What follows belongs to an exercise in optimizing a design on an open flow for small area, a short achievable clock period and few clock cycles; a production flow would make more cautious choices.
In this exercise RTL edits were held to simulation tests only and were not proved equivalent to the original.
No activity file was given, so power comes from the tool's default toggle rates.

Setup of oak:
## updi_host
module updi_host (
    input  wire        clk,
    input  wire        rst,
    input  wire        cfg_a24,
    input  wire        req_valid,
    output wire        req_ready,
    input  wire [4:0]  req_op,
    input  wire        req_wide,
    input  wire [23:0] req_addr,
    input  wire [15:0] req_data,
    input  wire [16:0] req_len,
    output wire        rsp_valid,
    output wire [2:0]  rsp_kind,
    output wire [2:0]  rsp_stage,
    output wire [2:0]  rsp_cause,
    output wire [15:0] rsp_data,
    output wire [1:0]  life,
    output wire [1:0]  session,
    output wire        desync,
    input  wire        wd_valid,
    output wire        wd_ready,
    input  wire [7:0]  wd_data,
    output wire        rd_valid,
    output wire [7:0]  rd_data,
    output wire        ctl_valid,
    output wire [2:0]  ctl_cmd,
    input  wire        ctl_ready,
    input  wire        ctl_fail,
    output wire        tx_valid,
    output wire [7:0]  tx_data,
    input  wire        tx_ready,
    input  wire        rx_valid,
    input  wire        rx_err,
    input  wire [7:0]  rx_data,
    output wire        rx_ready
);
clock: 8.0 ns
lec_check: 0
abc_area: 1
cap_margin: 20
core_margin: 2
core_utilization: 40
cts_cluster_diameter: 100
cts_cluster_size: 25
setup_slack_margin: 3.5
slew_margin: 20
standard.sh (not shown) runs the stock make flow with config.mk's settings and CLKGATE_MAP_FILE= SYNTH_SCRIPT=/design/flow/synth_recipe.tcl, a recipe that flattens the netlist after the stock synthesis.
==> flow/flow/run.sh <==
#!/bin/bash
set -o pipefail
export BUFFER_PORTS_ARGS="-buffer_cell sky130_fd_sc_hd__buf_1"
bash standard.sh > standard.log 2>&1
Testbench counts of oak, summed over its fixed seeds: cycles 22,261.
> inputs changed (oak -> pine)
diff --git a/flow/config.mk b/flow/config.mk
--- a/flow/config.mk
+++ b/flow/config.mk
@@ -12,2 +11,0 @@
-export CTS_CLUSTER_DIAMETER = 100
-export CTS_CLUSTER_SIZE = 25
==> results.txt <==
As far as area enclosed by the die boundary goes, oak and pine are indistinguishable; the numbers are identical. [pine] share of power burned in the clock network rose 10 points relative to oak. As of pine, power had risen by more than 10% compared to oak. pine vs oak on met2 track utilization from global routing: pine is the higher one. [compare] base=oak new=pine: global-route usage rose 0.57 points; logic gate share of total power lower; time the worst path needs with I/O delays and setup picked up an extra 0.087 ns. oak has lower post-layout utilization of the core than pine. Via count: pine worse than oak. Compared pine vs oak, and part of the power in registers is down in pine. Relative to oak, the number of cells upsized or downsized after cts of pine is higher by 1.
The following lists how birch was set up differently from pine:
==> flow/run.sh (new file) <==
#!/bin/bash
# synth_recipe.tcl (not shown) runs the flow's synth.tcl, then flattens the netlist and writes it again
# the make line also repeats each setting of config.mk as NAME=value (left out here)
make -C /OpenROAD-flow-scripts/flow DESIGN_CONFIG=/design/flow/config.mk WORK_HOME=/design/flow/orfs CLKGATE_MAP_FILE= SYNTH_SCRIPT=/design/flow/synth_recipe.tcl finish
diff --git a/flow/config.mk b/flow/config.mk
--- a/flow/config.mk
+++ b/flow/config.mk
@@ -12 +12 @@
-export SETUP_SLACK_MARGIN = 3.5
+export SETUP_SLACK_MARGIN = 4.5
removed: flow/flow/run.sh
removed: flow/standard.sh
Number of setup buffers added after CTS was lower in the run labelled pine. birch — critical path depth 1 lower, pine as reference. Comparing birch and pine, the higher setup slack of the critical path after layout was measured on birch. Per the comparison of birch with pine, power climbed 10%, number of non-clock buffers climbed 37%, finished layout cell area climbed 13%, depth of the worst register-to-register path climbed 1. Comparing birch and pine, the higher share of power burned in the clock network was measured on pine. Looking at via count across both flows, birch is the weaker of the two, with pine ahead.

Another version of the RTL of updi_host (not shown whole).
Size in the first run: ~1700 cells after synthesis, about 390 flip-flops, ~150 I/O pins, roughly 16000 sq um of cells after synthesis.
Settings: LEC_CHECK=0, ABC_CLOCK_PERIOD_IN_PS=4000, CAP_MARGIN=20, CORE_MARGIN=2, CORE_UTILIZATION=40, SETUP_SLACK_MARGIN=3.5, SLEW_MARGIN=20; clock period 8.0 ns.
run.sh (not shown) runs the stock make flow with config.mk's settings and CLKGATE_MAP_FILE= SYNTH_SCRIPT=/design/flow/synth_recipe.tcl, a recipe that flattens the netlist after the stock synthesis.
Stock flow here: none of the scripts above is used.
Testbench counts at the start, summed over its fixed seeds: cycles 22,261.
Edit:
- ABC_CLOCK_PERIOD_IN_PS: 4000 -> 3000
- SETUP_SLACK_MARGIN: 3.5 -> 5
Result:
- The changed run completed without violations
- first-iteration DRC count rose by 3.4%
- sequential power stays flat
- core utilization rose by 6.6 points
- sequential share of layout area fell by 4.8 points
- flip-flop and latch count does not change
- routed wire length rose by 13%
- worst setup slack is better by 0.039 ns
- hold slack stays flat
- via count rose by 7.0%

## old
updi_host, a different RTL version from the one above (not shown whole).
Size in the first run: ~370 flip-flops, about 150 I/O pins, ~16000 sq um of cells after synthesis.
clock: 8.0 ns
lec_check: 0
abc_area: 1
cap_margin: 20
core_margin: 2
core_utilization: 40
cts_cluster_diameter: 100
cts_cluster_size: 25
setup_slack_margin: 4.3
slew_margin: 20
standard.sh (not shown) runs the stock make flow with config.mk's settings and CLKGATE_MAP_FILE= SYNTH_SCRIPT=/design/flow/synth_recipe.tcl, a recipe that flattens the netlist after the stock synthesis.
==> flow/flow/run.sh <==
#!/bin/bash
set -o pipefail
export BUFFER_PORTS_ARGS="-buffer_cell sky130_fd_sc_hd__buf_1"
bash standard.sh > standard.log 2>&1
Testbench counts of old, summed over its fixed seeds: cycles 23,533.
## Diff of input files: new against old
# old
export LEC_CHECK = 0
export ABC_AREA = 1
export CAP_MARGIN = 20
export CORE_MARGIN = 2
export CORE_UTILIZATION = 40
export CTS_CLUSTER_DIAMETER = 100
export CTS_CLUSTER_SIZE = 25
export SETUP_SLACK_MARGIN = 4.3
export SLEW_MARGIN = 20
create_clock -name core_clock -period 8.0 [get_ports {clk}]
# new
export LEC_CHECK = 0
export ABC_AREA = 1
export CAP_MARGIN = 20
export CORE_MARGIN = 2
export CORE_UTILIZATION = 40
export CTS_CLUSTER_DIAMETER = 100
export CTS_CLUSTER_SIZE = 25
export SETUP_SLACK_MARGIN = 4.15
export SLEW_MARGIN = 20
create_clock -name core_clock -period 8.0 [get_ports {clk}]
--- outcome ---
Clock group share of total power was higher in the run labelled new.
Relative to old, total detailed-routing wirelength has decreased by about 0.6% in new.
Relative to old, design internal power has decreased by about 0.6% in new.
Sort new and old by number of nets at the end of the flow asc -> top: new
Comparing new with old, the first-pass GRT wire length came out essentially unchanged.
When new is measured against old, its area growth from synthesis to final layout turns out 1.6 points lower.

[what the ideal ports hide]
How much do the figures lean on ideal ports? The routed layouts below were timed once more, with nothing changed but the port constraints. Step 1 (the two cells are an assumption about what drives the block):
set clk [get_ports {clk}]
set_driving_cell -lib_cell sky130_fd_sc_hd__clkbuf_16 $clk
set_driving_cell -lib_cell sky130_fd_sc_hd__buf_2 [delete_from_list [all_inputs] $clk]
Step 2 also shifts input and output timing later by t, the mid clock arrival at the registers, as if the neighbouring blocks saw the same clock. a / b / c = no drivers / after step 1 / after step 2; a / b = the first two.
run	shift t [ns]	slack for setup (ns)	hold slack, ns
oak	0.604	3.426 / 3.388 / 2.923	0.331 / 0.331 / 0.331
pine	0.628	3.338 / 3.300 / 2.873	0.317 / 0.317 / 0.317
birch	0.613	3.464 / 3.423 / 3.085	0.324 / 0.324 / 0.324
the first run of note 2	0.609	3.182 / 3.142 / 2.965	0.319 / 0.319 / 0.319
the second run of note 2	0.625	3.221 / 3.163 / 3.188	0.321 / 0.321 / 0.321
old	0.600	4.143 / 4.100 / 3.916	0.324 / 0.324 / 0.324
new	0.599	4.113 / 4.092 / 3.644	0.326 / 0.326 / 0.326
After both steps every run listed still meets setup and hold. For oak, which loses most, drivers alone change the setup slack by -0.038 ns; drivers and shift together by -0.503 ns.
